What follows belongs to an exercise in optimizing a design on an open flow for small area; a production flow would make more cautious choices.
Where RTL was checked, it was by simulation tests only, not by an equivalence proof against the original.
Only the layout flow was run in runs 2 to 5; the RTL was not checked for function there.
No activity file was given, so power comes from the tool's default toggle rates.

==> design/flow/design.v <==
module modbus_crc16 (
    input  wire [15:0] crc_in,
    input  wire [7:0]  data,
    output reg  [15:0] crc_out
);
    integer b;
    always @(*) begin
        crc_out = crc_in ^ {8'h00, data};
        for (b = 0; b < 8; b = b + 1) begin
            if (crc_out[0])
                crc_out = (crc_out >> 1) ^ 16'hA001;
            else
                crc_out = crc_out >> 1;
        end
    end
endmodule
module modbus_slave (
    input  wire        clk,
    input  wire        rst,
    input  wire [31:0] cfg_baud,
    input  wire [7:0]  cfg_slave_id,
    input  wire [15:0] cfg_base,
    input  wire [15:0] cfg_size,
    input  wire [31:0] cfg_timeout,
    input  wire        poll_req,
    output wire        poll_done,
    output wire [7:0]  alarm_code,
    output wire        busy,
    output wire        fault,
    input  wire        rx_avail,
    input  wire [7:0]  rx_data,
    output wire        rx_pop,
    output wire        tx_push,
    output reg  [7:0]  tx_data,
    output wire        tx_flush_req,
    input  wire        tx_flush_done,
    input  wire [31:0] clk_now,
    input  wire        tick_us,
    input  wire        dir_set,
    output wire        de,
    output wire        de_oe,
    output wire [15:0] st_idx,
    output wire        st_rd,
    input  wire [15:0] st_rdata,
    output wire        st_wr,
    output wire [15:0] st_wdata
);
    localparam L = 63;                       
    localparam [4:0]
        S_IDLE  = 5'd0,
        S_PSTART= 5'd1,
        S_RXA   = 5'd2,      
        S_RXB   = 5'd3,      
        S_RXC   = 5'd4,      
        S_DISP  = 5'd5,
        S_DRY   = 5'd6,      
        S_PMR   = 5'd7,
        S_W06   = 5'd8,
        S_TXW   = 5'd9,
        S_TXH   = 5'd10,
        S_RD    = 5'd11,
        S_HI    = 5'd12,
        S_LO    = 5'd13,
        S_CRC1  = 5'd14,
        S_CRC2  = 5'd15,
        S_FLUSH = 5'd16,
        S_HOLD  = 5'd17,
        S_DONE  = 5'd18,
        S_FAULT = 5'd19;
    reg [4:0]  state;
    reg [8*L-1:0] ring;
    reg [5:0]  ph;
    reg [5:0]  cur;
    reg [26:0] acc;
    reg [31:0] last_act;
    reg [15:0] crc;
    reg [16:0] idx;
    reg [4:0]  rem;
    reg [2:0]  md;           
    reg        alarm;
    reg        dir_en;
    wire [7:0] r1 = ring[8*(L-1) +: 8];      
    wire [7:0] r2 = ring[8*(L-2) +: 8];      
    wire [7:0] r3 = ring[8*(L-3) +: 8];
    wire [7:0] r4 = ring[8*(L-4) +: 8];
    wire [7:0] r5 = ring[8*(L-5) +: 8];
    wire [7:0] r6 = ring[8*(L-6) +: 8];
    wire [7:0] r7 = ring[8*(L-7) +: 8];
    wire [7:0]  f_id   = r1;
    wire [7:0]  f_fc   = r2;
    wire [15:0] f_addr = {r3, r4};
    wire [15:0] f_qty  = {r5, r6};
    wire [7:0]  f_bc   = r7;
    wire [16:0] sub     = {1'b0, f_addr} - {1'b0, cfg_base};
    wire        addr_lt = sub[16];
    wire        qty_gt  = f_qty > cfg_size;
    wire        qty_gt29= f_qty > 16'd29;
    wire [4:0]  qty_sat = (f_qty[15:5] != 11'd0) ? 5'd31 : f_qty[4:0];
    wire        bc_ok   = ({2'b00, f_bc} + 10'd9) == {4'b0000, cur};
    wire        frame_ok= (cur > 6'd7) && (f_id == cfg_slave_id) && (crc == 16'd0);
    wire        idx_out = idx >= {1'b0, cfg_size};
    wire        fast    = cfg_baud > 32'd19200;
    wire [14:0] b       = fast ? 15'd20000 : cfg_baud[14:0];
    wire        done    = acc[26];
    wire        exc     = md[2];
    wire        is03    = (md == 3'b001);
    wire        pop     = (state == S_RXC) && done;
    wire        cap     = (state == S_RXA) && rx_avail && (ph == cur);
    reg ld0, ld15, ld35;
    always @(*) begin
        ld0  = (state == S_PSTART);
        ld15 = pop;
        ld35 = (state == S_FLUSH) && tx_flush_done;
    end
    wire        ld   = ld0 | ld15 | ld35;
    wire [26:0] acc_a = ld0  ? 27'h4000000 :
                        ld15 ? 27'd52108863 :
                        ld35 ? 27'd32108863 : acc;
    wire [26:0] acc_n = acc_a + {12'd0, (tick_us | ld) ? b : 15'd0};
    wire [15:0] crc_next;
    modbus_crc16 u_crc (.crc_in(crc), .data(tx_data), .crc_out(crc_next));
    wire [31:0] elapsed = clk_now - last_act;
    wire txh_last = (md[2] | md[0]) ? (ph == 6'd2) : (ph == 6'd5);
    assign busy         = (state != S_IDLE) && (state != S_FAULT);
    assign fault        = (state == S_FAULT);
    assign poll_done    = (state == S_DONE);
    assign alarm_code   = {7'd0, alarm};
    assign rx_pop       = pop;
    assign tx_push      = (state == S_TXH) || (state == S_HI) || (state == S_LO) ||
                          (state == S_CRC1) || (state == S_CRC2);
    assign tx_flush_req = (state == S_FLUSH);
    assign de_oe        = dir_en;
    assign de           = dir_en && ((state == S_TXH) || (state == S_RD) || (state == S_HI) ||
                                     (state == S_LO) || (state == S_CRC1) || (state == S_CRC2) ||
                                     (state == S_FLUSH));
    assign st_idx       = idx[15:0];
    assign st_wdata     = {r1, r2};
    assign st_rd        = (state == S_RD) && (rem != 5'd0);
    wire   pmr_slot     = ph[0] && (ph >= 6'd7) && (ph != 6'd63);
    assign st_wr        = !idx_out && (((state == S_W06) && (ph == 6'd4)) ||
                                       ((state == S_PMR) && (rem != 5'd0) && pmr_slot));
    always @(*) begin
        case (state)
        S_HI:   tx_data = st_rdata[15:8];
        S_LO:   tx_data = st_rdata[7:0];
        S_CRC1: tx_data = exc ? crc[15:8] : crc[7:0];
        S_CRC2: tx_data = exc ? crc[7:0]  : crc[15:8];
        S_TXH: begin
            if (ph == 6'd2 && exc)
                tx_data = {6'd0, md[1:0]};
            else if (ph == 6'd2 && is03)
                tx_data = {r4[6:0], 1'b0};           
            else
                tx_data = {r1[7] | (exc && ph == 6'd1), r1[6:0]};
        end
        default: tx_data = r1;
        endcase
    end
    always @(posedge clk) begin
        ring <= {ring[8*(L-1)-1:0], cap ? rx_data : r1};
        ph   <= (ph == L-1 || rst) ? 6'd0 : ph + 6'd1;
        acc  <= acc_n;
        if ((state == S_DISP || state == S_TXH) && ph == 6'd0) begin
            idx <= sub;
            rem <= qty_sat;
        end
        if (state == S_PSTART || (pop && cur == 6'd63) || (state == S_TXW && ph == L-1))
            crc <= 16'hFFFF;
        else if (((state == S_RXB) && (ph == cur)) ||
                 (state == S_TXH) || (state == S_HI) || (state == S_LO))
            crc <= crc_next;
        if (rst) begin
            state    <= S_IDLE;
            last_act <= clk_now;
            alarm    <= 1'b0;
            dir_en   <= 1'b0;
        end else begin
            case (state)
            S_IDLE: begin
                if (dir_set)
                    dir_en <= 1'b1;
                if (poll_req)
                    state <= S_PSTART;
            end
            S_PSTART: begin
                cur <= 6'd0;
                if (rx_avail) begin
                    last_act <= clk_now;
                    state    <= S_RXA;
                end else begin
                    if (elapsed > cfg_timeout)
                        alarm <= 1'b1;
                    state <= S_DONE;
                end
            end
            S_RXA: begin
                if (rx_avail) begin
                    if (cur == 6'd63)
                        state <= S_RXC;
                    else if (ph == cur)
                        state <= S_RXB;
                end else if (done) begin
                    state <= S_DISP;         
                end
            end
            S_RXB: begin
                if (ph == cur)
                    state <= S_RXC;
            end
            S_RXC: begin
                if (done) begin
                    cur   <= cur + 6'd1;
                    state <= S_RXA;
                end
            end
            S_DISP: begin
                if (ph == 6'd0) begin
                    if (!frame_ok)
                        state <= S_DONE;
                    else if (f_fc == 8'h03) begin
                        if (addr_lt) begin
                            md <= 3'b110; state <= S_TXW;
                        end else if (qty_gt) begin
                            md <= 3'b111; state <= S_TXW;
                        end else if (qty_gt29)
                            state <= S_FAULT;
                        else begin
                            md <= 3'b001; state <= S_DRY;
                        end
                    end else if (f_fc == 8'h06) begin
                        if (addr_lt) begin
                            md <= 3'b110; state <= S_TXW;
                        end else begin
                            md <= 3'b000; state <= S_W06;
                        end
                    end else if (f_fc == 8'h10) begin
                        if (addr_lt) begin
                            md <= 3'b110; state <= S_TXW;
                        end else if (qty_gt) begin
                            md <= 3'b111; state <= S_TXW;
                        end else if (!bc_ok)
                            state <= S_DONE;
                        else begin
                            md <= 3'b000; state <= S_PMR;
                        end
                    end else begin
                        md <= 3'b101; state <= S_TXW;
                    end
                end
            end
            S_DRY: begin
                if (rem == 5'd0)
                    state <= S_TXW;
                else if (idx_out)
                    state <= S_FAULT;
                else begin
                    idx <= idx + 17'd1;
                    rem <= rem - 5'd1;
                end
            end
            S_W06: begin
                if (ph == 6'd4)
                    state <= idx_out ? S_FAULT : S_TXW;
            end
            S_PMR: begin
                if (rem == 5'd0)
                    state <= S_TXW;
                else if (ph == L-1)
                    state <= S_FAULT;            
                else if (pmr_slot) begin
                    if (idx_out)
                        state <= S_FAULT;
                    else begin
                        idx <= idx + 17'd1;
                        rem <= rem - 5'd1;
                    end
                end
            end
            S_TXW: begin
                if (ph == L-1)
                    state <= S_TXH;
            end
            S_TXH: begin
                if (txh_last)
                    state <= is03 ? S_RD : S_CRC1;
            end
            S_RD: begin
                state <= (rem == 5'd0) ? S_CRC1 : S_HI;
            end
            S_HI: state <= S_LO;
            S_LO: begin
                idx   <= idx + 17'd1;
                rem   <= rem - 5'd1;
                state <= S_RD;
            end
            S_CRC1: state <= S_CRC2;
            S_CRC2: state <= S_FLUSH;
            S_FLUSH: begin
                if (tx_flush_done)
                    state <= S_HOLD;
            end
            S_HOLD: begin
                if (done) begin
                    if (!exc)
                        alarm <= 1'b0;
                    state <= S_DONE;
                end
            end
            S_DONE:  state <= S_IDLE;
            S_FAULT: state <= S_FAULT;
            default: state <= S_FAULT;
            endcase
        end
    end
endmodule
==> design/flow/run.sh <==
#!/bin/bash
# synth_recipe.tcl (not shown) runs the flow's synth.tcl, then flattens the netlist and writes it again
# the make line also repeats each setting of config.mk as NAME=value (left out here)
make -C /OpenROAD-flow-scripts/flow DESIGN_CONFIG=/design/flow/config.mk WORK_HOME=/design/flow/orfs CLKGATE_MAP_FILE= SYNTH_SCRIPT=/design/flow/synth_recipe.tcl finish
==> design/flow/config.mk <==
export PLATFORM = sky130hd
export DESIGN_NAME = modbus_slave
export DESIGN_NICKNAME = modbus_slave
export VERILOG_FILES = /design/flow/design.v
export SDC_FILE = /design/flow/constraint.sdc
export NUM_CORES = 4
export LEC_CHECK = 0
export CAP_MARGIN = 20
export CORE_MARGIN = 2
export CORE_UTILIZATION = 40
export SLEW_MARGIN = 20
==> design/flow/constraint.sdc <==
create_clock -name core_clock -period 10.0 [get_ports {clk}]
set_input_delay 2.0000 -clock core_clock [delete_from_list [all_inputs] [get_ports {clk}]]
set_output_delay 2.0000 -clock core_clock [all_outputs]
set_load 0.01 [all_outputs]
==> results of run 1 <==
metal layers:
metal	vias to the layer above	global-route usage (%)	share of wire [%]
li1	7301	-	-
met1	7048	24.55	47
met2	474	26.63	43
met3	95	3.413	6.9
met4	4	5.985	2.8
met5	-	0	0.051
sequential cells by signal (all words and copies together) (netlist names):
register and count:
acc 27, alarm 1, crc 16, cur 6, dir_en 1, idx 17, last_act 32, md 3
ph 6, rem 5, ring 504, state 5
per-stage QoR:
stage / power [uW] / hold slack, ns / instances
floorplan: 3666 / 0.3096 / 1990
global placement: 4000 / 0.3115 / 2831
detailed placement: 4029 / 0.3121 / 2831
CTS: 6264 / 0.3194 / 2940
global route: 6525 / 0.3205 / 2940
finish: 6208 / 0.3126 / 2940
cell families after synthesis:
group / count (synthesis) / synth area share [%]
AND/OR/NAND/NOR: 478 / 11.02
buffers and inverters: 215 / 4.496
adder cells (fa/ha/maj): 137 / 7.900
multiplexers: 27 / 1.309
XOR/XNOR: 107 / 4.496
other: 1 / 0.01706
flip-flops: 623 / 58.60
AO/OA/AOI/OAI: 396 / 12.16
critical path, stage by stage:
cell and delay (ns):
clkdlybuf4s50_1 0.46, inv_1 0.06, ha_1 0.31, nor2b_1 0.14, o21a_1 0.16, o21a_1 0.16
o21a_1 0.16, o21ai_1 0.12, a21oi_1 0.07, o21a_1 0.37, a21oi_1 0.20, clkdlybuf4s50_1 0.61
final cells by class:
cell class | count | area [um^2]
fill | 4875 | 27420
sequential | 623 | 12880
multi-input combinational | 1152 | 8140
timing repair buffer | 224 | 2225
clock buffer | 82 | 1695
tap | 696 | 870.8
inverter | 136 | 510.5
clock inverter | 27 | 279.0
worst max-delay path by stage:
| stage | endpoint | startpoint | cells past startpoint | slack (ns) |
|---|---|---|---|---|
| 3_3_place_gp | st_wr | cfg_size[1] | 12 | 3.20 |
| 4_1_cts | st_wr | cfg_size[1] | 12 | 3.17 |
| 6_report | st_wr | cfg_size[1] | 12 | 3.20 |
| 2_1_floorplan | st_wr | cfg_size[1] | 11 | 4.31 |
| 5_1_grt | st_wr | cfg_size[1] | 12 | 3.04 |
| 3_5_place_dp | st_wr | cfg_size[1] | 12 | 3.19 |
placed cells by master, fill, tap and decap left out, drive strengths merged, types with 21 or more instances in the layout:
| master | count |
|---|---|
| edfxtp | 41 |
| ha | 134 |
| o21ai | 67 |
| a21o | 32 |
| nor2 | 124 |
| nand4 | 27 |
| xnor2 | 66 |
| and3 | 23 |
| a21oi | 104 |
| nand3 | 48 |
| nor2b | 25 |
| nand2b | 21 |
| clkbuf | 82 |
| nand2 | 105 |
| xor2 | 39 |
| clkdlybuf4s50 | 217 |
| o21a | 36 |
| inv | 141 |
| nor3 | 28 |
| dfxtp | 582 |
cell usage after synthesis (7+ instances only):
cell	number
o21ai_0	50
and2_1	19
nand2_1	105
xnor2_1	65
a22oi_1	9
a21o_1	31
dfxtp_1	582
nor2b_1	24
nand3_1	48
nand2b_1	21
buf_4	40
nor3_1	26
nand3b_1	8
o21ai_1	17
o31ai_1	7
xor2_1	37
edfxtp_1	41
a21oi_1	104
a31oi_1	14
ha_1	134
o211ai_1	15
o21a_1	36
a221o_1	14
nor2_1	122
nand4_1	27
buf_2	7
clkbuf_1	27
and3_1	23
o21bai_1	13
nor4_1	20
mux2i_1	13
a211oi_1	8
mux2_2	13
inv_1	132
a311oi_1	9
report_power, final:
part | switching (uW) | leakage [uW] | internal, uW
Combinational | 662 | 0.00513 | 558
Clock | 945 | 0.000972 | 1270
Sequential | 132 | 0.00510 | 2640
==> out/metrics.yaml, run 1 <==
start_kind: "input pin"
min_from: "ring[247]"
max-slew-margin-rel_pct: 26.07
ys_types: 93
grt_overflow: 0
dr_total_vias: 14922
rows: 85
cts_resized: 0
period_share_pct: 68.00
die_w_um: 238.4
final_cell_area_um2: 26600
post-route-util_pct: 49.24
hold_path_depth: 0
drt_pass1_iterations: 5
port_buffers: 217
async_flop_share_pct: 0
drc: 0
p_per_area_nw_per_um2: 233.4
postRouteAntennaNets: 0
cp-end-kind: "output port"
post-synth-top-area-cell: "dfxtp_1"
antenna_cells: 0
maxSlewViolCount: 0
synth_warnings: 2
fin_crit_ns: 6.800
synth_edf_count: 41
wire_per_inst_um: 16.76
yosysTopAreaCellShare_pct: 53.00
synth_cells: 1984
cp.arrival_ns: 4.80
place_ws_ns: 3.185
setup_viol: 0
io_pins: 225
yosys-top-cells-area: "dfxtp_1 53%, ha_1 7.6%, edfxtp_1 5.6%"
dp_hpwl_um: 36260
leakage_uw: 0.01121
fin_skew_ns: 0.02280
report.final.hold_viol_count: 0
ys_ff_latch: 623
drtIter0Drc: 1010
clk_path_buf_depth: 3
wl_um: 49260
r2r_slack_ns: 4.57
tritoncts: "done"
place_area_um2: 24630
gp_congestion: 0.8812
clkLatencyLatePin_ns: 0.62
status: "timing/DRC/antenna clean"
grt_antenna_before_repair: 3
worstMarginPinSlew_ns: 1.109
ys.flop_type: "dfxtp_1"
yosysSeqAreaShare_pct: 58.60
hold_path_end: "ring[255]"
reg2regPathDepth: 19
tns_ns: 0
critPathKind: "input pin to output port"
nNetsFinal: 2501
grt_pass1_wl_um: 78120
routed_via_density: 5.076
first_global_vias: 14621
r2r_end: "acc[24]"
r2r-start: "state[2]"
timing.fmax_mhz: 147.1
syn_area_per_cell_um2: 11.08
cap_viol_max_count: 0
dieArea_um2: 56850
die_h_um: 238.4
rsz0062_at_grt: "no"
crit_path_max_fanout: 12
crit_required_ns: 8.00
fin_ws_ns: 3.200
grt_max_degree: 33
syn_to_final_growth_pct: 21.01
cts.sinks: 623
cts-root-buf: "clkbuf_16"
cts.clk_slew.worst_paths_ns: 0.06
cts-htree-levels: 2
peakVddDrop_mv: 0.1436
netlist_area_um2: 21980
drive_above_1_share_pct: 6.239
cts_buffers: 60
core_area_um2: 54030
initial_core_util_pct: 40.69
cts-hold-fix-buffers: 0
grt.total_usage_pct: 17.40
hold_path_class: "flop to flop"
postCtsSetupRepairBufs: 0
==> run 2: changes to the inputs <==
--- a/design/flow/design.v
+++ b/design/flow/design.v
@@ -54,2 +54,4 @@
         S_RXC   = 5'd4,      
+        S_WD0   = 5'd20,     
+        S_WD1   = 5'd21,     
         S_DISP  = 5'd5,
@@ -81,2 +83,6 @@
     reg        dir_en;
+    reg        first;        
+    reg [4:0]  wph;          
+    reg        wbr;          
+    reg        wgt;          
     wire [7:0] r1 = ring[8*(L-1) +: 8];      
@@ -106,13 +112,8 @@
     wire        is03    = (md == 3'b001);
-    wire        pop     = (state == S_RXC) && done;
+    wire        pop     = (state == S_RXC) && (done || first);
     wire        cap     = (state == S_RXA) && rx_avail && (ph == cur);
-    reg ld0, ld15, ld35;
-    always @(*) begin
-        ld0  = (state == S_PSTART);
-        ld15 = pop;
-        ld35 = (state == S_FLUSH) && tx_flush_done;
-    end
-    wire        ld   = ld0 | ld15 | ld35;
-    wire [26:0] acc_a = ld0  ? 27'h4000000 :
-                        ld15 ? 27'd52108863 :
+    wire        ld15 = pop;
+    wire        ld35 = (state == S_FLUSH) && tx_flush_done;
+    wire        ld   = ld15 | ld35;
+    wire [26:0] acc_a = ld15 ? 27'd52108863 :
                         ld35 ? 27'd32108863 : acc;
@@ -121,3 +122,10 @@
     modbus_crc16 u_crc (.crc_in(crc), .data(tx_data), .crc_out(crc_next));
-    wire [31:0] elapsed = clk_now - last_act;
+    wire        w_n   = clk_now[wph];
+    wire        w_l   = last_act[0];
+    wire        w_t   = cfg_timeout[wph];
+    wire        w_bi  = (wph != 5'd0) && wbr;
+    wire        w_gi  = (wph != 5'd0) && wgt;
+    wire        w_e   = w_n ^ w_l ^ w_bi;
+    wire        w_bo  = (~w_n & w_l) | (~(w_n ^ w_l) & w_bi);
+    wire        w_go  = (w_e & ~w_t) | (~(w_e ^ w_t) & w_gi);
     wire txh_last = (md[2] | md[0]) ? (ph == 6'd2) : (ph == 6'd5);
@@ -162,2 +170,15 @@
         acc  <= acc_n;
+        wbr  <= w_bo;
+        wgt  <= w_go;
+        if (rst || (state == S_PSTART && rx_avail)) begin
+            last_act <= clk_now;
+            wph      <= 5'd0;
+        end else begin
+            last_act <= {last_act[0], last_act[31:1]};
+            wph      <= wph + 5'd1;
+        end
+        if (state == S_PSTART)
+            first <= 1'b1;
+        else if (pop)
+            first <= 1'b0;
         if ((state == S_DISP || state == S_TXH) && ph == 6'd0) begin
@@ -173,3 +194,2 @@
             state    <= S_IDLE;
-            last_act <= clk_now;
             alarm    <= 1'b0;
@@ -186,7 +206,11 @@
                 cur <= 6'd0;
-                if (rx_avail) begin
-                    last_act <= clk_now;
-                    state    <= S_RXA;
-                end else begin
-                    if (elapsed > cfg_timeout)
+                state <= rx_avail ? S_RXA : S_WD0;
+            end
+            S_WD0: begin
+                if (wph == 5'd31)
+                    state <= S_WD1;
+            end
+            S_WD1: begin
+                if (wph == 5'd31) begin
+                    if (w_go)
                         alarm <= 1'b1;
@@ -210,3 +234,3 @@
             S_RXC: begin
-                if (done) begin
+                if (pop) begin
                     cur   <= cur + 6'd1;
--- a/design/flow/config.mk
+++ b/design/flow/config.mk
@@ -9,3 +9,4 @@
 export CORE_MARGIN = 2
-export CORE_UTILIZATION = 40
+export CORE_UTILIZATION = 55
+export CTS_BUF_LIST = sky130_fd_sc_hd__clkbuf_8
 export SLEW_MARGIN = 20
==> run 2 against run 1 <==
Against the previous run:
- sequential share of layout area rose by 2.1 points
- final area fell by 5.4%
- final cell count fell by 7.9%
- hold slack lost 0.0066 ns
- via count fell by 6.2%
- first-iteration DRC count shrank 29%
- still clean on timing, DRC and antenna
- critical path depth decreased by 1
- core utilization rose by 18 points
- critical path type unchanged
- count of clock-buffer cells in the layout increased by 26
- largest cell class unchanged
- non-clock buffer count grew 7
- flip-flop and latch count up 8
==> out/metrics.yaml, run 2 <==
crit_buf_inv: 3  # unchanged
async_flop_share_pct: 0  # unchanged
cts-htree-levels: 3  # +1
timing.fmax_mhz: 136.1  # -7.5%
crit_required_ns: 8.00  # about the same
cts.clk_slew.worst_paths_ns: 0.07  # about the same
cts_buffers: 92  # +53%
cp-end-kind: "output port"
tns_ns: 0  # unchanged
clk_path_buf_depth: 3  # unchanged
cts_resized: 0  # unchanged
grt_max_degree: 41  # +24%
port_buffers: 217  # unchanged
postCtsSetupRepairBufs: 0  # unchanged
dr_total_vias: 14001  # -6.2%
syn_to_final_growth_pct: 20.96  # about the same
drc: 0  # unchanged
grt_antenna_before_repair: 1  # -2
top_layer_used: "met4"
grt.total_usage_pct: 23.85  # +6.4 points
cts-hold-fix-buffers: 0  # unchanged
ys_ff_latch: 631  # +1.3%
top_regs: "ring (504), last_act (32), acc (27)"
core_area_um2: 37490  # -31%
postRouteAntennaNets: 0  # unchanged
rsz0062_at_grt: "no"
ys_types: 92  # -1.1%
fin_crit_ns: 7.349  # +0.5494 ns
status: "timing/DRC/antenna clean"
grt_overflow: 0  # unchanged
cts-root-buf: "clkbuf_8"
cts.sinks: 631  # +1.3%
io_pins: 225  # unchanged
initial_core_util_pct: 55.48  # +15 points
period_share_pct: 73.49  # +5.5 points
wire_per_inst_um: 17.01  # +1.5%
yosysTopAreaCellShare_pct: 59.87  # +6.9 points
critPathKind: "input pin to output port"
grt_pass1_wl_um: 72980  # -6.6%
syn_area_per_cell_um2: 11.03  # -0.41%
wl_met1_um: 20290  # -13%
synth.most_common_cell: "dfxtp_1"
synth_commonest_cells: "622 x dfxtp_1, 195 x nand2_1, 122 x nor2_1"
drive_above_1_share_pct: 9.699  # +3.5 points
start_kind: "input pin"
drtIter0Drc: 713  # -29%
rows: 71  # -16%
wl_um: 46060  # -6.5%
first_global_vias: 14123  # -3.4%
worstPathCellList: "clkdlybuf4s50_1 -> inv_1 -> ha_1 -> a21o_1 -> a21o_1 -> a211oi_1 -> o21ai_0 -> a211oi_1 -> nand2_1 -> nor2_1 -> clkdlybuf4s50_1"
gp_congestion: 0.9115  # +3.4%
max-slew-margin-rel_pct: 34.74  # +8.7 points
hold_path_class: "flop to flop"
synth_warnings: 2  # unchanged
report.final.hold_viol_count: 0  # unchanged
largest_reg_flops: 504  # unchanged
post-synth-top-area-cell: "dfxtp_1"
fin_skew_ns: 0.03833  # +0.01553 ns
critPathMaxStageDelay_ns: 0.60  # about the same
die_h_um: 198.5  # -17%
critPathSlowestCell: "clkdlybuf4s50_1"
ys.flop_type: "dfxtp_1"
maxSlewViolCount: 0  # unchanged
drt_pass1_iterations: 6  # +1
final_common_cell: "dfxtp_1"
tritoncts: "done"
leakage_uw: 0.01058  # -5.6%
hold-worst-slack_ns: 0.3060  # -0.006644 ns
dr_wl_met3_um: 2867  # -16%
peakVddDrop_mv: 0.1332  # -7.2%
yosysSeqAreaShare_pct: 61.16  # +2.6 points
wl_met2_um: 21480  # +1.1%
final_cell_mix: "622 x dfxtp_1, 217 x clkdlybuf4s50_1, 195 x nand2_1, 121 x nor2_1, 112 x inv_1"
dieArea_um2: 39390  # -31%
nNetsFinal: 2366  # -5.4%
synth_edf_count: 9  # -78%
dp_hpwl_um: 32720  # -9.8%
crit_path_max_fanout: 6  # -6
yosys-top-cells-area: "dfxtp_1 60%, ha_1 4.5%, nand2_1 3.5%"
p_per_area_nw_per_um2: 236.5  # +1.4%
cap_viol_max_count: 0  # unchanged
netlist_area_um2: 20800  # -5.4%
die_w_um: 198.5  # -17%
clkLatencyLatePin_ns: 0.67  # +0.05 ns
cp.arrival_ns: 5.35  # +0.55 ns
setup_viol: 0  # unchanged
routed_via_density: 5.170  # +1.9%
worstMarginPinSlew_ns: 0.9788  # -0.1301 ns
top_register: "ring"
synth_cells: 1885  # -5.0%
cp_top_family: "compound AO/OA/AOI/OAI gates"
run 2: changes by cell type in the layout (fill, tap and decap cells not counted), moves of 20 or more:
| cell | change |
|---|---|
| clkbuf_16 | -61 |
| inv_1 | -20 |
| ha_1 | -59 |
| dfxtp_1 | +40 |
| clkbuf_8 | +99 |
| edfxtp_1 | -32 |
| nand2_1 | +90 |
| a21oi_1 | -35 |
run 2: power by group:
group,switching [uW],internal (uW)
combinational,557,495
clock,957,1130
sequential,139,2670
run 2: cell families after synthesis:
| kind of cell | after synthesis | share of synthesized area (%) |
|---|---|---|
| flip-flops | 631 | 61.16 |
| buffers and inverters | 177 | 4.042 |
| adder cells (fa/ha/maj) | 78 | 4.800 |
| other | 1 | 0.01803 |
| XOR/XNOR | 92 | 4.096 |
| AND/OR/NAND/NOR | 561 | 12.95 |
| AO/OA/AOI/OAI | 295 | 9.594 |
| multiplexers | 50 | 3.339 |
run 2: worst paths after layout:
check             cells after the start         to  slack, ns         start
hold reg to reg                       0  ring[228]       0.31     ring[220]
setup / recovery                     11      st_wr       2.65  cfg_size[10]
setup reg to reg                     23    acc[26]       3.74      state[0]
hold / removal                        0  ring[228]       0.31     ring[220]
run 2: cell type report:
cell class | count | area [um^2]
sequential | 631 | 12720
multi-input combinational | 1083 | 7271
tap | 511 | 639.4
fill | 2929 | 12330
clock buffer | 108 | 1486
timing repair buffer | 231 | 2277
inverter | 82 | 307.8
antenna | 1 | 2.502
clock inverter | 61 | 452.9
run 2: per-layer routing:
| layer | GRT usage, % | vias to the layer above |
|---|---|---|
| li1 | - | 6914 |
| met1 | 30.30 | 6587 |
| met2 | 39.27 | 409 |
| met3 | 5.714 | 91 |
| met4 | 9.563 | 0 |
| met5 | 0 | - |
run 2: metrics by stage:
step | instance area, um^2 | util, % | std cells | setup slack [ns] | power [uW]
after floorplan | 20820 | - | 1891 | 3.886 | 3571
after global placement | 23220 | 61.93 | 2538 | 2.774 | 3882
after detailed placement | 23220 | 61.93 | 2538 | 2.674 | 3903
after CTS | 25160 | 67.10 | 2707 | 2.684 | 6007
after global routing | 25160 | 67.11 | 2707 | 2.476 | 6268
final | 25160 | 67.11 | 2708 | 2.651 | 5951
==> run 3: changes to the inputs <==
--- a/design/flow/config.mk
+++ b/design/flow/config.mk
@@ -10,3 +10,3 @@
 export CORE_UTILIZATION = 55
-export CTS_BUF_LIST = sky130_fd_sc_hd__clkbuf_8
+export CTS_BUF_LIST = sky130_fd_sc_hd__clkbuf_4
 export SLEW_MARGIN = 20
==> run 3 against run 2 <==
Against the previous run:
- count of clock-buffer cells in the layout is 93 higher
- maximum frequency decreased by 0.17%
- core utilization down 0.26 points
- flip-flop and latch count did not move
- still clean
- critical endpoint unchanged
- hold slack got worse by 0.0055 ns
- global-route usage about the same
- sequential share of layout area rose by 0.20 points
==> out/metrics.yaml, run 3 <==
cts_buffers: 147  # +60%
yosys-top-cells-area: "dfxtp_1 60%, ha_1 4.5%, nand2_1 3.5%"
yosysSeqAreaShare_pct: 61.16  # unchanged
tritoncts: "done"
port_buffers: 217  # unchanged
synth_commonest_cells: "622 x dfxtp_1, 195 x nand2_1, 122 x nor2_1"
timing.fmax_mhz: 135.8  # -0.17%
grt_antenna_before_repair: 2  # +1
leakage_uw: 0.01053  # -0.43%
grt_pass1_wl_um: 73300  # +0.43%
synth_edf_count: 9  # unchanged
grt.total_usage_pct: 23.80  # -0.049 points
nNetsFinal: 2421  # +2.3%
critPathKind: "input pin to output port"
switching_share_pct: 27.81  # +0.031 points
drc: 0  # unchanged
report.final.hold_viol_count: 0  # unchanged
r2r-start: "state[0]"
maxSlewViolCount: 0  # unchanged
grt_max_degree: 41  # unchanged
switchingPower_uw: 1628  # -1.5%
routed_via_density: 5.168  # about the same
final_common_cell: "dfxtp_1"
clk_path_buf_depth: 3  # unchanged
status: "timing/DRC/antenna clean"
p_clk_share_pct: 34.0  # -1.1 points
place_area_um2: 23220  # unchanged
wire_per_inst_um: 16.56  # -2.7%
die_h_um: 198.5  # unchanged
top_regs: "ring (504), last_act (32), acc (27)"
core_area_um2: 37490  # unchanged
wl_um: 46100  # about the same
internal_power_uw: 4227  # -1.7%
fin_skew_ns: 0.05513  # +0.01680 ns
cp-end-kind: "output port"
cap_viol_max_count: 0  # unchanged
yosysTopAreaCellShare_pct: 59.87  # unchanged
rsz0062_at_grt: "no"
max-slew-margin-rel_pct: 33.53  # -1.2 points
rows: 71  # unchanged
min_from: "ring[3]"
cts-hold-fix-buffers: 0  # unchanged
gp_congestion: 0.9115  # unchanged
syn_to_final_growth_pct: 20.48
cts-htree-levels: 4  # +1
worstMarginPinSlew_ns: 0.9970  # +0.01814 ns
dr_total_vias: 14387  # +2.8%
peakVddDrop_mv: 0.1201  # -9.8%
drtIter0Drc: 694  # -2.7%
hold_path_class: "flop to flop"
drive_above_1_share_pct: 13.03  # +3.3 points
netlist_area_um2: 20800  # unchanged
synth_cells: 1885  # unchanged
startpoint: "cfg_size[10]"
cts_resized: 0  # unchanged
cts.sinks: 631  # unchanged
grt_overflow: 0  # unchanged
ys.flop_type: "dfxtp_1"
r2r_slack_ns: 3.80  # +0.06 ns
synth.most_common_cell: "dfxtp_1"
die_w_um: 198.5  # unchanged
setup_viol: 0  # unchanged
clkLatencyLatePin_ns: 0.83  # +0.16 ns
crit_path_max_fanout: 6  # unchanged
cts-root-buf: "clkbuf_4"
first_global_vias: 14610  # +3.4%
final_cell_mix: "622 x dfxtp_1, 217 x clkdlybuf4s50_1, 201 x clkbuf_4, 195 x nand2_1, 121 x nor2_1"
cts.clk_slew.worst_paths_ns: 0.06  # about the same
nFillCells: 2979  # +1.7%
seq_power_share_pct: 48.0  # +0.8 points
synth_warnings: 2  # unchanged
syn_area_per_cell_um2: 11.03  # unchanged
post-synth-top-area-cell: "dfxtp_1"
cp.arrival_ns: 5.36  # about the same
postRouteAntennaNets: 0  # unchanged
top_register: "ring"
postCtsSetupRepairBufs: 0  # unchanged
dieArea_um2: 39390  # unchanged
dp_hpwl_um: 32720  # unchanged
tns_ns: 0  # unchanged
largest_reg_flops: 504  # unchanged
ys_ff_latch: 631  # unchanged
p_per_area_nw_per_um2: 233.6  # -1.2%
power_frac_comb_pct: 18.0  # +0.3 points
async_flop_share_pct: 0  # unchanged
placedCellCount: 2538  # unchanged
fin_crit_ns: 7.362  # +0.01281 ns
instances_no_fill: 2784  # +2.8%
crit_required_ns: 8.00  # about the same
ys_types: 92  # unchanged
io_pins: 225  # unchanged
final_cell_area_um2: 25060  # -0.39%
start_kind: "input pin"
period_share_pct: 73.62  # +0.13 points
initial_core_util_pct: 55.48  # unchanged
drt_pass1_iterations: 5  # -1
## run 3: logic make-up (layout without fill, tap and decap cells)
group | after synthesis | count (layout) | synth area share [%]
adders and majority gates | 78 | 78 | 4.800
AOI/OAI and AO/OA | 295 | 295 | 9.594
DFF | 631 | 631 | 61.16
other | 1 | 9 | 0.01803
muxes | 50 | 50 | 3.339
xor gates and xnor gates | 92 | 92 | 4.096
buffers and inverters | 177 | 557 | 4.042
and+or+nand+nor | 561 | 561 | 12.95
## run 3: critical path, stage by stage
cell and delay [ns]:
clkdlybuf4s50_1 0.46, inv_1 0.06, ha_1 0.32, a21o_1 0.20, a21o_1 0.17, a211oi_1 0.24, o21ai_0 0.14, a211oi_1 0.53
nand2_1 0.34, nor2_1 0.30, clkdlybuf4s50_1 0.60
## run 3: per-stage QoR
stage / power (uW) / utilization [%] / hold slack [ns] / setup slack [ns]
detailed placement: 3903 / 61.93 / 0.3121 / 2.674
global route: 6200 / 66.84 / 0.2960 / 2.492
finish: 5855 / 66.85 / 0.3005 / 2.638
floorplan: 3571 / - / 0.3096 / 3.886
CTS: 5922 / 66.83 / 0.2986 / 2.684
global placement: 3882 / 61.93 / 0.3108 / 2.774
## run 3: path summary, 6_finish.rpt
check | endpoint | cells past startpoint
worst max-delay path | st_wr | 11
worst min-delay path | ring[11] | 0
worst max register to register | acc[26] | 23
worst min register to register | ring[11] | 0
## run 3: final cells by class
type                            instances  area, um^2  area share (%)
Sequential cell                       631       12720           50.77
Multi-Input combinational cell       1083        7271           29.01
Timing Repair Buffer                  231        2277           9.087
Clock buffer                          201        1509           6.021
Tap cell                              511       639.4           2.551
Clock inverter                         43       329.1           1.313
Inverter                               82       307.8           1.228
Antenna cell                            2       5.005         0.01997
## run 3: power groups by stage
stage                     clock network (uW)  logic (uW)  registers, uW
after floorplan                            0         767           2800
after global placement                     0        1030           2860
after detailed placement                   0        1040           2860
after CTS                               2070        1050           2810
after global routing                    2200        1170           2830
final                                   1990        1050           2810
## run 3: metal layers
| metal | GRT usage, % | share of wire [%] | routed length (um) | up-vias |
|---|---|---|---|---|
| li1 | - | - | - | 7085 |
| met1 | 29.98 | 44 | 20390 | 6782 |
| met2 | 39.21 | 47 | 21820 | 439 |
| met3 | 6.205 | 6.2 | 2857 | 81 |
| met4 | 9.315 | 2.2 | 1029 | 0 |
| met5 | 0 | 0 | 0 | - |
==> run 4: changes to the inputs <==
--- a/design/flow/config.mk
+++ b/design/flow/config.mk
@@ -10,3 +10,5 @@
 export CORE_UTILIZATION = 55
-export CTS_BUF_LIST = sky130_fd_sc_hd__clkbuf_4
+export CTS_BUF_LIST = sky130_fd_sc_hd__clkbuf_16
+export CTS_CLUSTER_DIAMETER = 80
+export CTS_CLUSTER_SIZE = 30
 export SLEW_MARGIN = 20
==> run 4 against run 3 <==
Against the previous run:
- clock power fell by 31%
- critical endpoint unchanged
- maximum frequency barely moved
- critical path depth did not move
- final cell count fell by 7.3%
- hold slack improved by 0.030 ns
- largest cell class unchanged
- non-clock buffer count did not move
- sequential power barely moved
==> out/metrics.yaml, run 4 <==
status: "timing/DRC/antenna clean"
cap_viol_max_count: 0  # unchanged
cts-htree-levels: 1  # -3
io_pins: 225  # unchanged
critPathMaxStageDelay_ns: 0.60  # about the same
worstMarginPinSlew_ns: 0.9792  # -0.01779 ns
cts.sinks: 631  # unchanged
syn_to_final_growth_pct: 16.08
yosys-top-cells-area: "dfxtp_1 60%, ha_1 4.5%, nand2_1 3.5%"
fin_skew_ns: 0.01465  # -0.04048 ns
post-route-util_pct: 64.40  # -2.4 points
routed_via_density: 5.235  # +1.3%
top_register: "ring"
die_h_um: 198.5  # unchanged
core_area_um2: 37490  # unchanged
p_clk_share_pct: 26.3  # -7.7 points
final_cell_mix: "622 x dfxtp_1, 217 x clkdlybuf4s50_1, 195 x nand2_1, 121 x nor2_1, 81 x inv_1"
grt.total_usage_pct: 22.91  # -0.89 points
timing.fmax_mhz: 135.8  # about the same
min_from: "ring[14]"
start_kind: "input pin"
netlist_area_um2: 20800  # unchanged
internal_power_uw: 3728  # -12%
port_buffers: 217  # unchanged
rsz0062_at_grt: "no"
period_share_pct: 73.62  # about the same
cts_resized: 0  # unchanged
ys_types: 92  # unchanged
grt_pass1_wl_um: 70730  # -3.5%
final_common_cell: "dfxtp_1"
die_w_um: 198.5  # unchanged
grt_max_degree: 41  # unchanged
crit_path_max_fanout: 6  # unchanged
cp.arrival_ns: 5.36  # about the same
seq_power_share_pct: 53.6  # +5.6 points
power_frac_comb_pct: 20.0  # +2.0 points
clkLatencyLatePin_ns: 0.60  # -0.23 ns
critPathSlowestCell: "clkdlybuf4s50_1"
synth_cells: 1885  # unchanged
max-slew-margin-rel_pct: 34.72  # +1.2 points
postCtsSetupRepairBufs: 0  # unchanged
cts.clk_slew.worst_paths_ns: 0.10  # +0.04 ns
cp_top_family: "compound AO/OA/AOI/OAI gates"
synth.most_common_cell: "dfxtp_1"
fin_crit_ns: 7.362  # -0.0004000 ns
post-synth-top-area-cell: "dfxtp_1"
hold_path_class: "flop to flop"
reg2regPathDepth: 23  # unchanged
cp-end-kind: "output port"
nNetsFinal: 2303  # -4.9%
yosysSeqAreaShare_pct: 61.16  # unchanged
gp_congestion: 0.9115  # unchanged
crit_required_ns: 8.00  # about the same
synth_warnings: 2  # unchanged
crit_buf_inv: 3  # unchanged
largest_reg_flops: 504  # unchanged
postRouteAntennaNets: 0  # unchanged
dr_total_vias: 13511  # -6.1%
tritoncts: "done"
critPathKind: "input pin to output port"
cts_buffers: 29  # -80%
grt_overflow: 0  # unchanged
dieArea_um2: 39390  # unchanged
yosysTopAreaCellShare_pct: 59.87  # unchanged
ys_ff_latch: 631  # unchanged
cp_num_cells: 11  # unchanged
drt_pass1_iterations: 5  # unchanged
p_per_area_nw_per_um2: 216.7  # -7.2%
nFillCells: 3043  # +2.1%
grt_antenna_before_repair: 1  # -1
switchingPower_uw: 1504  # -7.6%
first_global_vias: 13481  # -7.7%
synth_edf_count: 9  # unchanged
hold_path_depth: 0  # unchanged
async_flop_share_pct: 0  # unchanged
hold-worst-slack_ns: 0.3306  # +0.03008 ns
peakVddDrop_mv: 0.1549  # +29%
rows: 71  # unchanged
ys.flop_type: "dfxtp_1"
switching_share_pct: 28.74  # +0.94 points
startpoint: "cfg_size[10]"
clk_path_buf_depth: 3  # unchanged
tns_ns: 0  # unchanged
maxSlewViolCount: 0  # unchanged
leakage_uw: 0.009897  # -6.0%
top_regs: "ring (504), last_act (32), acc (27)"
synth_commonest_cells: "622 x dfxtp_1, 195 x nand2_1, 122 x nor2_1"
setup_viol: 0  # unchanged
drive_above_1_share_pct: 5.655  # -7.4 points
wire_per_inst_um: 17.46  # +5.5%
drc: 0  # unchanged
dp_hpwl_um: 32720  # unchanged
wl_um: 45080  # -2.2%
report.final.hold_viol_count: 0  # unchanged
cts-root-buf: "clkbuf_16"
worstPathCellList: "clkdlybuf4s50_1 -> inv_1 -> ha_1 -> a21o_1 -> a21o_1 -> a211oi_1 -> o21ai_0 -> a211oi_1 -> nand2_1 -> nor2_1 -> clkdlybuf4s50_1"
syn_area_per_cell_um2: 11.03  # unchanged
r2r-start: "state[0]"
cts-hold-fix-buffers: 0  # unchanged
drtIter0Drc: 738  # +6.3%
initial_core_util_pct: 55.48  # unchanged
run 4: cell counts after synthesis:
Identical to the previous run, type by type.
run 4: worst reg2reg max path, cell delays in order (launching register included):
cell,delay [ns]
dfxtp_1,0.49
buf_4,0.31
or2_1,0.34
nor2_1,0.16
nand2_1,0.27
or2_2,0.52
nand2_1,0.19
nor2_1,0.16
nor2b_1,0.42
and2_1,0.20
ha_1,0.17
inv_1,0.05
fa_1,0.39
nor2b_1,0.13
o21ai_0,0.11
a21boi_0,0.24
o21ai_0,0.11
nand2_1,0.11
a21oi_1,0.10
o21ai_0,0.49
o211a_1,0.33
nand4_1,0.22
or4_1,0.52
nand2_1,0.07
run 4: metal layers:
metal  GRT usage, %  part of all wire (%)  routed length [um]
met5              0                     0                   0
met4          7.214                   3.1                1378
met3          4.527                   6.7                3039
met2          38.53                    46               20840
met1          29.83                    44               19810
run 4: cell families after synthesis:
logic type	share of synthesized area [%]
other	0.01803
AND/OR/NAND/NOR	12.95
AO/OA/AOI/OAI	9.594
multiplexers	3.339
buffers and inverters	4.042
adder cells (fa/ha/maj)	4.800
XOR/XNOR	4.096
flip-flops	61.16
run 4: path summary, 6_finish.rpt:
kind	endpoint	slack, ns
worst min-delay path	ring[22]	0.33
worst min register to register	ring[22]	0.33
worst max register to register	acc[26]	3.87
worst max-delay path	st_wr	2.64
run 4: final cells by class:
class	count	area [um^2]	share of cell area (%)
multi-input combinational	1083	7271	30.11
inverter	82	307.8	1.275
tap	511	639.4	2.648
clock inverter	13	198.9	0.8240
sequential	631	12720	52.69
timing repair buffer	231	2277	9.432
clock buffer	29	725.7	3.006
antenna	1	2.502	0.01036
run 4: through the flow:
stage	area (um^2)	power [uW]	worst slack, ns	std cells
floorplan	20820	3571	3.886	1891
global placement	23220	3882	2.774	2538
detailed placement	23220	3903	2.674	2538
CTS	24140	5266	2.684	2580
global route	24140	5504	2.476	2580
finish	24140	5232	2.638	2581
run 4: power groups by stage:
stage	logic, uW	registers [uW]	clock network (uW)
2_1_floorplan	767	2800	0
3_3_place_gp	1030	2860	0
3_5_place_dp	1040	2860	0
4_1_cts	1050	2800	1410
5_1_grt	1170	2830	1500
6_report	1050	2810	1380
==> run 5: changes to the inputs <==
--- a/design/flow/config.mk
+++ b/design/flow/config.mk
@@ -10,5 +10,5 @@
 export CORE_UTILIZATION = 55
-export CTS_BUF_LIST = sky130_fd_sc_hd__clkbuf_16
-export CTS_CLUSTER_DIAMETER = 80
-export CTS_CLUSTER_SIZE = 30
+export CTS_BUF_LIST = sky130_fd_sc_hd__clkbuf_8
+export CTS_CLUSTER_DIAMETER = 60
+export CTS_CLUSTER_SIZE = 20
 export SLEW_MARGIN = 20
==> run 5 against run 4 <==
Against the previous run:
- still clean on timing, DRC and antenna
- combinational power about the same
- die area unchanged
- clock power fell by 4%
- register-to-register slack got worse by 0.03 ns
- setup slack got worse by 0.0060 ns
- core utilization is 0.087 points lower
- clock skew rose by 0.020 ns
- global-route usage grew 0.12 points
- non-clock buffer count unchanged
- count of clock-buffer cells in the layout grew 17
- critical path type unchanged
- critical endpoint unchanged
==> out/metrics.yaml, run 5 <==
grt_max_degree: 41  # unchanged
cts.clk_slew.worst_paths_ns: 0.12  # +0.02 ns
drt_pass1_iterations: 5  # unchanged
top_layer_used: "met4"
nNetsFinal: 2319  # +0.69%
post-synth-top-area-cell: "dfxtp_1"
gp_congestion: 0.9115  # unchanged
die_w_um: 198.5  # unchanged
crit_path_max_fanout: 6  # unchanged
cts_resized: 0  # unchanged
cts.sinks: 631  # unchanged
cts-hold-fix-buffers: 0  # unchanged
tritoncts: "done"
grt_antenna_before_repair: 1  # unchanged
netlist_area_um2: 20800  # unchanged
syn_area_per_cell_um2: 11.03  # unchanged
wire_per_inst_um: 17.36  # -0.58%
grt_overflow: 0  # unchanged
die_h_um: 198.5  # unchanged
drc: 0  # unchanged
dr_total_vias: 13618  # +0.79%
period_share_pct: 73.68  # about the same
cts-root-buf: "clkbuf_8"
cap_viol_max_count: 0  # unchanged
setup_viol: 0  # unchanged
first_global_vias: 13595  # +0.85%
timing.fmax_mhz: 135.7  # about the same
clkLatencyLatePin_ns: 0.62  # +0.02 ns
wl_met1_um: 20340  # +2.6%
yosysTopAreaCellShare_pct: 59.87  # unchanged
report.final.hold_viol_count: 0  # unchanged
dieArea_um2: 39390  # unchanged
synth_edf_count: 9  # unchanged
final_common_cell: "dfxtp_1"
p_per_area_nw_per_um2: 214.9  # -0.81%
worstMarginPinSlew_ns: 0.9852  # +0.005964 ns
max-slew-margin-rel_pct: 34.32  # -0.40 points
rows: 71  # unchanged
ys.flop_type: "dfxtp_1"
top_regs: "ring (504), last_act (32), acc (27)"
final_cell_area_um2: 24110  # -0.13%
ys_ff_latch: 631  # unchanged
yosysSeqAreaShare_pct: 61.16  # unchanged
cp-end-kind: "output port"
port_buffers: 217  # unchanged
crit_required_ns: 8.00  # about the same
rsz0062_at_grt: "no"
multi_input_area_um2: 7271  # unchanged
drtIter0Drc: 733  # -0.68%
cts-htree-levels: 2  # +1
core_area_um2: 37490  # unchanged
tns_ns: 0  # unchanged
io_pins: 225  # unchanged
synth.most_common_cell: "dfxtp_1"
wl_um: 45200  # +0.27%
start_kind: "input pin"
fin_skew_ns: 0.03480  # +0.02015 ns
largest_reg_flops: 504  # unchanged
async_flop_share_pct: 0  # unchanged
peakVddDrop_mv: 0.1448  # -6.5%
clk_path_buf_depth: 3  # unchanged
grt.total_usage_pct: 23.02  # +0.12 points
leakage_uw: 0.009905  # about the same
status: "timing/DRC/antenna clean"
fin_crit_ns: 7.368  # +0.006020 ns
nFillCells: 3025  # -0.59%
final-seq-area_um2: 12720  # unchanged
synth_cells: 1885  # unchanged
syn_to_final_growth_pct: 15.92
yosys-top-cells-area: "dfxtp_1 60%, ha_1 4.5%, nand2_1 3.5%"
dr_wl_met3_um: 2665  # -12%
cp.arrival_ns: 5.37  # about the same
postCtsSetupRepairBufs: 0  # unchanged
routed_via_density: 5.232  # about the same
maxSlewViolCount: 0  # unchanged
synth_warnings: 2  # unchanged
wl_met2_um: 20960  # +0.57%
synth_commonest_cells: "622 x dfxtp_1, 195 x nand2_1, 122 x nor2_1"
top_register: "ring"
critPathKind: "input pin to output port"
grt_pass1_wl_um: 70930  # +0.28%
ys_types: 92  # unchanged
drive_above_1_share_pct: 6.648  # +0.99 points
initial_core_util_pct: 55.48  # unchanged
hold_path_class: "flop to flop"
place_area_um2: 23220  # unchanged
final_cell_mix: "622 x dfxtp_1, 217 x clkdlybuf4s50_1, 195 x nand2_1, 121 x nor2_1, 81 x inv_1"
cts_buffers: 45  # +55%
postRouteAntennaNets: 0  # unchanged
dp_hpwl_um: 32720  # unchanged
[run 5: cells by family after synthesis]
kind of cell | Yosys count | share of synthesized area [%]
buf+inv | 177 | 4.042
compound gates | 295 | 9.594
other cells | 1 | 0.01803
mux | 50 | 3.339
xor+xnor | 92 | 4.096
flops | 631 | 61.16
fa+ha+maj | 78 | 4.800
simple gates | 561 | 12.95
[run 5: path summary, 6_finish.rpt]
| path | depth (start not counted) | slack (ns) | from | to |
|---|---|---|---|---|
| min | 0 | 0.31 | ring[392] | ring[400] |
| min reg2reg | 0 | 0.31 | ring[392] | ring[400] |
| max reg2reg | 23 | 3.84 | state[0] | acc[26] |
| max | 11 | 2.63 | cfg_size[10] | st_wr |
[run 5: layout make-up]
cell class / instances / area share (%)
flip-flops and latches: 631 / 52.76
multi-input cells: 1083 / 30.15
repair buffers: 231 / 9.444
well taps: 511 / 2.652
clock buffers: 46 / 2.626
inverters: 82 / 1.277
clock inverters: 18 / 1.074
diodes: 1 / 0.01038
[run 5: metrics by stage]
stage / util [%] / std cells / setup WS (ns) / hold WS (ns) / total power (uW)
finish: 64.32 / 2603 / 2.632 / 0.3133 / 5183
floorplan: - / 1891 / 3.886 / 0.3096 / 3571
global route: 64.31 / 2602 / 2.476 / 0.3184 / 5467
detailed placement: 61.93 / 2538 / 2.674 / 0.3121 / 3903
global placement: 61.93 / 2538 / 2.774 / 0.3108 / 3882
CTS: 64.31 / 2602 / 2.684 / 0.3160 / 5224
[run 5: layer usage]
layer | vias to the layer above | GRT usage [%]
met5 | - | 0
met4 | 0 | 7.629
met3 | 76 | 4.713
met2 | 382 | 38.40
met1 | 6396 | 30.00
li1 | 6764 | -
[run 5: report_power, final]
part / internal (uW) / total [uW] / switching [uW]
registers: 2670 / 2810 / 139
clock network: 497 / 1320 / 828
logic: 495 / 1050 / 556
total: 3660 / 5180 / 1520
[run 5: critical path, stage by stage]
cell and delay [ns]:
clkdlybuf4s50_1 0.46, inv_1 0.06, ha_1 0.32, a21o_1 0.20, a21o_1 0.17, a211oi_1 0.23, o21ai_0 0.15, a211oi_1 0.53
nand2_1 0.34, nor2_1 0.31, clkdlybuf4s50_1 0.60
==> run 6: changes to the inputs <==
--- a/design/flow/design.v
+++ b/design/flow/design.v
@@ -101,3 +101,13 @@
     wire        addr_lt = sub[16];
-    wire        qty_gt  = f_qty > cfg_size;
+    function automatic gt16(input [15:0] a, input [15:0] b, input cin);
+        integer k;
+        reg c;
+        begin
+            c = cin;
+            for (k = 0; k < 16; k = k + 1)
+                c = (a[k] & ~b[k]) | (~(a[k] ^ b[k]) & c);
+            gt16 = c;
+        end
+    endfunction
+    wire        qty_gt  = gt16(f_qty, cfg_size, 1'b0);
     wire        qty_gt29= f_qty > 16'd29;
@@ -106,3 +116,3 @@
     wire        frame_ok= (cur > 6'd7) && (f_id == cfg_slave_id) && (crc == 16'd0);
-    wire        idx_out = idx >= {1'b0, cfg_size};
+    wire        idx_out = idx[16] | gt16(idx[15:0], cfg_size, 1'b1);
     wire        fast    = cfg_baud > 32'd19200;
--- a/design/flow/config.mk
+++ b/design/flow/config.mk
@@ -10,5 +10,5 @@
 export CORE_UTILIZATION = 55
-export CTS_BUF_LIST = sky130_fd_sc_hd__clkbuf_8
-export CTS_CLUSTER_DIAMETER = 60
-export CTS_CLUSTER_SIZE = 20
+export CTS_BUF_LIST = sky130_fd_sc_hd__clkbuf_16
+export CTS_CLUSTER_DIAMETER = 80
+export CTS_CLUSTER_SIZE = 30
 export SLEW_MARGIN = 20
==> run 6 against run 5 <==
Against the previous run:
- still clean
- first-iteration DRC count increased by 8.2%
- count of clock-buffer cells in the layout decreased by 17
- synthesized area decreased by 0.91%
- total power increased by 0.54%
- hold slack improved by 0.0087 ns
- clock power about the same
- sequential share of layout area increased by 0.42 points
- critical endpoint unchanged
==> out/metrics.yaml, run 6 <==
status: "timing/DRC/antenna clean"
cts.sinks: 631  # unchanged
grt_use_met3_pct: 4.029  # -0.68 points
synth.most_common_cell: "dfxtp_1"
startpoint: "cfg_size[15]"
cts_resized: 0  # unchanged
first_global_vias: 12703  # -6.6%
ys_types: 95  # +3.3%
io_pins: 225  # unchanged
synth_xor_area_share_pct: 4.590  # +0.49 points
synth.area.mux_share_pct: 5.452  # +2.1 points
yosysSeqAreaShare_pct: 61.73  # +0.56 points
netlist_area_um2: 20610  # -0.91%
crit_path_frequent_cell: "clkdlybuf4s50_1"
die_w_um: 197.6  # -0.45%
cts-hold-fix-buffers: 0  # unchanged
max-slew-margin-rel_pct: 33.38  # -0.94 points
synth_warnings: 2  # unchanged
async_flop_share_pct: 0  # unchanged
period_share_pct: 67.06  # -6.6 points
post-route-util_pct: 65.03  # +0.72 points
syn_to_final_growth_pct: 16.08
critPathSlowestCell: "clkdlybuf4s50_1"
maxSlewViolCount: 0  # unchanged
final_cell_mix: "622 x dfxtp_1, 217 x clkdlybuf4s50_1, 104 x nand2_1, 93 x nor2_1, 85 x a21oi_1"
dieArea_um2: 39040  # -0.90%
critPathMaxStageDelay_ns: 0.56  # -0.04 ns
top_register: "ring"
r2r-start: "state[4]"
synthAdderAreaFrac_pct: 4.723  # -0.077 points
min_from: "ring[336]"
largest_reg_flops: 504  # unchanged
crit_buf_inv: 4  # +1
synth-compound-area-share_pct: 10.21  # +0.61 points
top_regs: "ring (504), last_act (32), acc (27)"
met1_usage_pct: 31.35  # +1.4 points
report.final.hold_viol_count: 0  # unchanged
post-synth-top-area-cell: "dfxtp_1"
clk_path_buf_depth: 3  # unchanged
cts_buffers: 28  # -38%
synth_commonest_cells: "622 x dfxtp_1, 104 x nand2_1, 93 x nor2_1"
critPathKind: "input pin to output port"
yosysTopAreaCellShare_pct: 60.42  # +0.55 points
peakVddDrop_mv: 0.1886  # +30%
start_kind: "input pin"
die_h_um: 197.6  # -0.45%
drtIter0Drc: 793  # +8.2%
crit_path_max_fanout: 6  # unchanged
clkLatencyLatePin_ns: 0.59  # -0.03 ns
place_area_um2: 23010  # -0.89%
busiest_layer: "met2"
cp_top_family: "buffers and inverters"
cts-root-buf: "clkbuf_16"
cts-htree-levels: 1  # -1
drc: 0  # unchanged
ys_ff_latch: 631  # unchanged
drive_above_1_share_pct: 7.728  # +1.1 points
rows: 70  # -1.4%
nFillCells: 2899  # -4.2%
gp_congestion: 0.9052  # -0.69%
synth_edf_count: 9  # unchanged
cts.clk_slew.worst_paths_ns: 0.11  # about the same
ys.flop_type: "dfxtp_1"
grt.total_usage_pct: 22.90  # -0.12 points
p_per_area_nw_per_um2: 217.8  # +1.3%
grt_max_degree: 38  # -7.3%
wl_um: 45350  # +0.33%
timing.fmax_mhz: 149.1  # +9.9%
final_common_cell: "dfxtp_1"
postRouteAntennaNets: 0  # unchanged
drt_pass1_iterations: 5  # unchanged
leakage_uw: 0.009668  # -2.4%
hold_path_class: "flop to flop"
r2r_slack_ns: 4.22  # +0.38 ns
wire_per_inst_um: 18.71  # +7.8%
routed_via_density: 5.419  # +3.6%
use_met2_pct: 36.74  # -1.7 points
cap_viol_max_count: 0  # unchanged
grt_pass1_wl_um: 69260  # -2.4%
postCtsSetupRepairBufs: 0  # unchanged
fin_crit_ns: 6.706  # -0.6620 ns
port_buffers: 217  # unchanged
setup_viol: 0  # unchanged
dr_total_vias: 13130  # -3.6%
grt_overflow: 0  # unchanged
dp_hpwl_um: 32820  # +0.33%
synthSimpleGateAreaFrac_pct: 9.537  # -3.4 points
cp.arrival_ns: 4.71  # -0.66 ns
synth_cells: 1764  # -6.4%
rsz0062_at_grt: "no"
fin_skew_ns: 0.01783  # -0.01697 ns
tritoncts: "done"
syn_area_per_cell_um2: 11.68  # +5.9%
worstMarginPinSlew_ns: 0.9838  # -0.001402 ns
tns_ns: 0  # unchanged
final_cell_area_um2: 23920  # -0.78%
initial_core_util_pct: 56.03  # +0.54 points
crit_required_ns: 8.00  # about the same
grt_antenna_before_repair: 3  # +2
nNetsFinal: 2187  # -5.7%
cp-end-kind: "output port"
core_area_um2: 36790  # -1.9%
yosys-top-cells-area: "dfxtp_1 60%, ha_1 4.4%, mux2_2 2.2%"
synth_top_family_by_area: "compound AO/OA/AOI/OAI gates"
worstPathCellList: "clkdlybuf4s50_1 -> inv_1 -> ha_1 -> and3_1 -> a22o_1 -> nor4_1 -> o41ai_2 -> buf_4 -> a21oi_1 -> clkdlybuf4s50_1"
## run 6: cell count changes after synthesis, sizes merged, moves of 14 or more
cell   previous run  this run
nor2b            23         9
nor3             40        21
a21oi            70        87
mux2             15        42
nand2           195       107
nor2            122        95
## run 6: per-stage QoR
| step | setup WS [ns] | power, uW | hold WS (ns) | cells |
|---|---|---|---|---|
| final | 3.294 | 5211 | 0.3219 | 2423 |
| after detailed placement | 2.959 | 3901 | 0.3121 | 2381 |
| after floorplan | 4.242 | 3571 | 0.3096 | 1770 |
| after global placement | 3.192 | 3881 | 0.3095 | 2381 |
| after CTS | 3.265 | 5231 | 0.3166 | 2421 |
| after global routing | 3.146 | 5449 | 0.3345 | 2422 |
## run 6: cell type report
type | count | area, um^2 | area share, %
Inverter | 74 | 277.8 | 1.161
Multi-Input combinational cell | 978 | 7161 | 29.93
Timing Repair Buffer | 231 | 2297 | 9.603
Tap cell | 468 | 585.6 | 2.448
Antenna cell | 1 | 2.502 | 0.01046
Clock inverter | 11 | 151.4 | 0.6328
Sequential cell | 631 | 12720 | 53.18
Clock buffer | 29 | 725.7 | 3.033
## run 6: worst reg2reg max path, cell delays in order, from the launching register on
cell,delay (ns)
dfxtp_1,0.77
or3b_2,0.56
or2_1,0.27
inv_1,0.09
nand2_1,0.26
nand2_1,0.28
nor2_1,0.13
nor2b_1,0.43
and2_1,0.26
ha_1,0.25
a21o_1,0.16
a21oi_1,0.31
o21bai_1,0.10
a21oi_1,0.22
o21bai_1,0.09
a21oi_1,0.26
o21ai_0,0.22
a21oi_1,0.60
nor3_1,0.13
xnor2_1,0.19
o21ai_1,0.07
## run 6: cell families after synthesis
kind of cell	after synthesis
other	1
AOI/OAI and AO/OA	321
muxes	82
and+or+nand+nor	393
buffers and inverters	161
adders and majority gates	76
DFF	631
xor gates and xnor gates	99
## run 6: worst paths after layout
kind / endpoint / cells after the start
worst max-delay path: st_wr / 10
worst min-delay path: ring[344] / 0
worst max register to register: acc[25] / 20
worst min register to register: ring[344] / 0
## run 6: layer usage
| metal | vias to the layer above | part of all wire (%) |
|---|---|---|
| met1 | 6182 | 45 |
| met5 | - | 0.029 |
| met2 | 442 | 45 |
| li1 | 6424 | - |
| met4 | 2 | 3.5 |
| met3 | 80 | 6.4 |
## run 6: where the power goes
part	internal (uW)	leakage, uW	switching [uW]	total [uW]
registers	2670	0.00513	136	2800
logic	506	0.00411	557	1060
clock network	558	0.000435	788	1350
==> run 7: changes to the inputs <==
==> design/flow/flow/run.sh (new file) <==
#!/bin/bash
# Layout flow: the standard ORFS flow (standard.sh: unchanged synthesis,
# floorplan, placement, routing), except that clock-tree synthesis is run
# without dummy load cells. Each tool's full output stays in orfs/logs/;
# make's own output goes to flow_make.log in the work folder.
set -euo pipefail
CTS="-sink_clustering_enable -repair_clock_nets -dont_use_dummy_load"
CTS="$CTS -buf_list sky130_fd_sc_hd__clkbuf_16 -sink_clustering_size 30 -sink_clustering_max_diameter 80"
bash standard.sh "CTS_ARGS=$CTS" finish > flow_make.log 2>&1
==> design/flow/standard.sh (new file) <==
#!/bin/bash
# synth_recipe.tcl (not shown) runs the flow's synth.tcl, then flattens the netlist and writes it again
# the make line also repeats each setting of config.mk as NAME=value (left out here)
make -C /OpenROAD-flow-scripts/flow DESIGN_CONFIG=/design/flow/config.mk WORK_HOME=/design/flow/orfs CLKGATE_MAP_FILE= SYNTH_SCRIPT=/design/flow/synth_recipe.tcl "${@:-finish}"
removed: design/flow/run.sh
==> run 7 against run 6 <==
Against the previous run:
- count of clock-buffer cells in the layout is 1 lower
- critical path type unchanged
- clock power is about 10% lower
- critical path depth did not move
- critical endpoint unchanged
==> out/metrics.yaml, run 7 <==
post-synth-top-area-cell: "dfxtp_1"
cts-root-buf: "clkbuf_16"
drtIter0Drc: 842  # +6.2%
ys_ff_latch: 631  # unchanged
p_per_area_nw_per_um2: 213.6  # -1.9%
critPathKind: "input pin to output port"
fin_crit_ns: 6.707  # +0.001440 ns
drive_above_1_share_pct: 7.261  # -0.47 points
die_w_um: 197.6  # unchanged
synth_commonest_cells: "622 x dfxtp_1, 104 x nand2_1, 93 x nor2_1"
period_share_pct: 67.07  # about the same
wire_per_inst_um: 18.72  # about the same
crit_path_max_fanout: 6  # unchanged
maxSlewViolCount: 0  # unchanged
cts-hold-fix-buffers: 0  # unchanged
cap_viol_max_count: 0  # unchanged
cp_top_family: "buffers and inverters"
port_buffers: 217  # unchanged
worstMarginPinSlew_ns: 0.9642  # -0.01957 ns
cp-end-kind: "output port"
cts_resized: 0  # unchanged
nNetsFinal: 2187  # unchanged
ys.flop_type: "dfxtp_1"
fin_skew_ns: 0.04878  # +0.03096 ns
ys_types: 95  # unchanged
grt_pass1_wl_um: 69100  # -0.22%
cts_buffers: 28  # unchanged
top_layer_used: "met5"
cts-htree-levels: 1  # unchanged
worstPathCellList: "clkdlybuf4s50_1 -> inv_1 -> ha_1 -> and3_1 -> a22o_1 -> nor4_1 -> o41ai_2 -> buf_4 -> a21oi_1 -> clkdlybuf4s50_1"
dr_wl_met3_um: 3071  # +5.8%
grt_overflow: 0  # unchanged
top_regs: "ring (504), last_act (32), acc (27)"
drt_pass1_iterations: 5  # unchanged
final_cell_mix: "622 x dfxtp_1, 217 x clkdlybuf4s50_1, 104 x nand2_1, 93 x nor2_1, 85 x a21oi_1"
hold_path_class: "flop to flop"
clkLatencyLatePin_ns: 0.59  # about the same
timing.fmax_mhz: 149.1  # about the same
crit_required_ns: 8.00  # about the same
syn_area_per_cell_um2: 11.68  # unchanged
netlist_area_um2: 20610  # unchanged
synth_cells: 1764  # unchanged
yosysTopAreaCellShare_pct: 60.42  # unchanged
async_flop_share_pct: 0  # unchanged
synth_edf_count: 9  # unchanged
wl_um: 45120  # -0.49%
wl_met1_um: 20250  # -1.7%
final_cell_area_um2: 23750  # -0.74%
synth_warnings: 2  # unchanged
rows: 70  # unchanged
gp_congestion: 0.9052  # unchanged
max-slew-margin-rel_pct: 34.71  # +1.3 points
first_global_vias: 12691  # -0.094%
leakage_uw: 0.009578  # -0.93%
drc: 0  # unchanged
critPathMaxStageDelay_ns: 0.56  # about the same
tritoncts: "done"
syn_to_final_growth_pct: 15.22
initial_core_util_pct: 56.03  # unchanged
rsz0062_at_grt: "no"
report.final.hold_viol_count: 0  # unchanged
critPathSlowestCell: "clkdlybuf4s50_1"
setup_viol: 0  # unchanged
dieArea_um2: 39040  # unchanged
crit_buf_inv: 4  # unchanged
cts.sinks: 631  # unchanged
cp.arrival_ns: 4.71  # about the same
place_area_um2: 23010  # unchanged
cts.clk_slew.worst_paths_ns: 0.10  # about the same
place_ws_ns: 2.959  # unchanged
grt_antenna_before_repair: 3  # unchanged
start_kind: "input pin"
peakVddDrop_mv: 0.1891  # +0.29%
wl_met2_um: 20240  # -0.11%
yosys-top-cells-area: "dfxtp_1 60%, ha_1 4.4%, mux2_2 2.2%"
dp_hpwl_um: 32820  # unchanged
fin_ws_ns: 3.293  # -0.001440 ns
status: "timing/DRC/antenna clean"
die_h_um: 197.6  # unchanged
routed_via_density: 5.435  # +0.29%
synth.most_common_cell: "dfxtp_1"
clk_path_buf_depth: 3  # unchanged
grt.total_usage_pct: 22.84  # -0.062 points
top_register: "ring"
io_pins: 225  # unchanged
postCtsSetupRepairBufs: 0  # unchanged
postRouteAntennaNets: 0  # unchanged
core_area_um2: 36790  # unchanged
largest_reg_flops: 504  # unchanged
yosysSeqAreaShare_pct: 61.73  # unchanged
tns_ns: 0  # unchanged
crit_path_frequent_cell: "clkdlybuf4s50_1"
final_common_cell: "dfxtp_1"
dr_total_vias: 13103  # -0.21%
grt_max_degree: 38  # unchanged
-- run 7: logic make-up after synthesis --
logic type,synth area share (%)
compound gates,10.21
simple gates,9.537
mux,5.452
other cells,0.01820
xor+xnor,4.590
flops,61.73
buf+inv,3.746
fa+ha+maj,4.723
-- run 7: worst paths after layout --
check	start	to	slack, ns	cells past startpoint
max	cfg_size[15]	st_wr	3.29	10
min	ring[336]	ring[344]	0.32	0
max reg2reg	state[4]	acc[25]	4.23	20
min reg2reg	ring[336]	ring[344]	0.32	0
-- run 7: per-layer routing --
| layer | vias to the layer above | track usage, % |
|---|---|---|
| met5 | - | 0 |
| met3 | 80 | 4.012 |
| li1 | 6405 | - |
| met4 | 2 | 7.909 |
| met2 | 437 | 36.72 |
| met1 | 6179 | 31.22 |
-- run 7: power by group --
group          total, uW  switching [uW]  internal [uW]
registers           2800             136           2670
logic               1060             555            506
clock network       1210             709            501
-- run 7: layout make-up --
type | count | area [um^2]
antenna | 1 | 2.502
multi-input combinational | 978 | 7161
sequential | 631 | 12720
clock buffer | 28 | 700.7
tap | 468 | 585.6
inverter | 74 | 277.8
timing repair buffer | 231 | 2297
fill | 2903 | 13040
-- run 7: metrics by stage --
stage / hold WS (ns) / cells / utilization [%] / total power [uW]
after detailed placement: 0.3121 / 2381 / 62.55 / 3901
after floorplan: 0.3096 / 1770 / - / 3571
after CTS: 0.3097 / 2409 / 64.45 / 5093
after global routing: 0.3315 / 2410 / 64.55 / 5306
after global placement: 0.3095 / 2381 / 62.55 / 3881
final: 0.3209 / 2411 / 64.55 / 5072

## afterwards: timing with drivers on the ports
The results above use ideal ports. As a check the final layouts listed here were re-extracted and re-timed, cells and wires unchanged.
Step 1: set_driving_cell puts a clkbuf_16 on clk and a buf_2 on each other input, an assumption about the parent block.
Step 2 adds t to the input delays and takes it off the output delays; t is the mean of the earliest and latest rising clock arrival at the registers after step 1. Input paths then give back, and output paths get back, about the clock's delay inside the block.
Three values: ideal, step 1, step 2; two values: the first two.
run	t (ns)	setup slack, ns	worst slew at a driven data input, ns
run 1	0.661	3.200 / 3.168 / 3.168	0.12
run 2	0.703	2.651 / 2.626 / 2.537	0.07
run 3	0.849	2.638 / 2.613 / 2.588	0.07
run 4	0.645	2.638 / 2.613 / 2.613	0.07
run 5	0.652	2.632 / 2.607 / 2.607	0.07
run 6	0.635	3.294 / 3.267 / 2.907	0.07
run 7	0.617	3.293 / 3.265 / 2.878	0.07
After both steps every run listed still meets setup and hold. The setup slack of run 7, which loses most, moves by -0.028 ns with the drivers and by -0.415 ns with both steps.
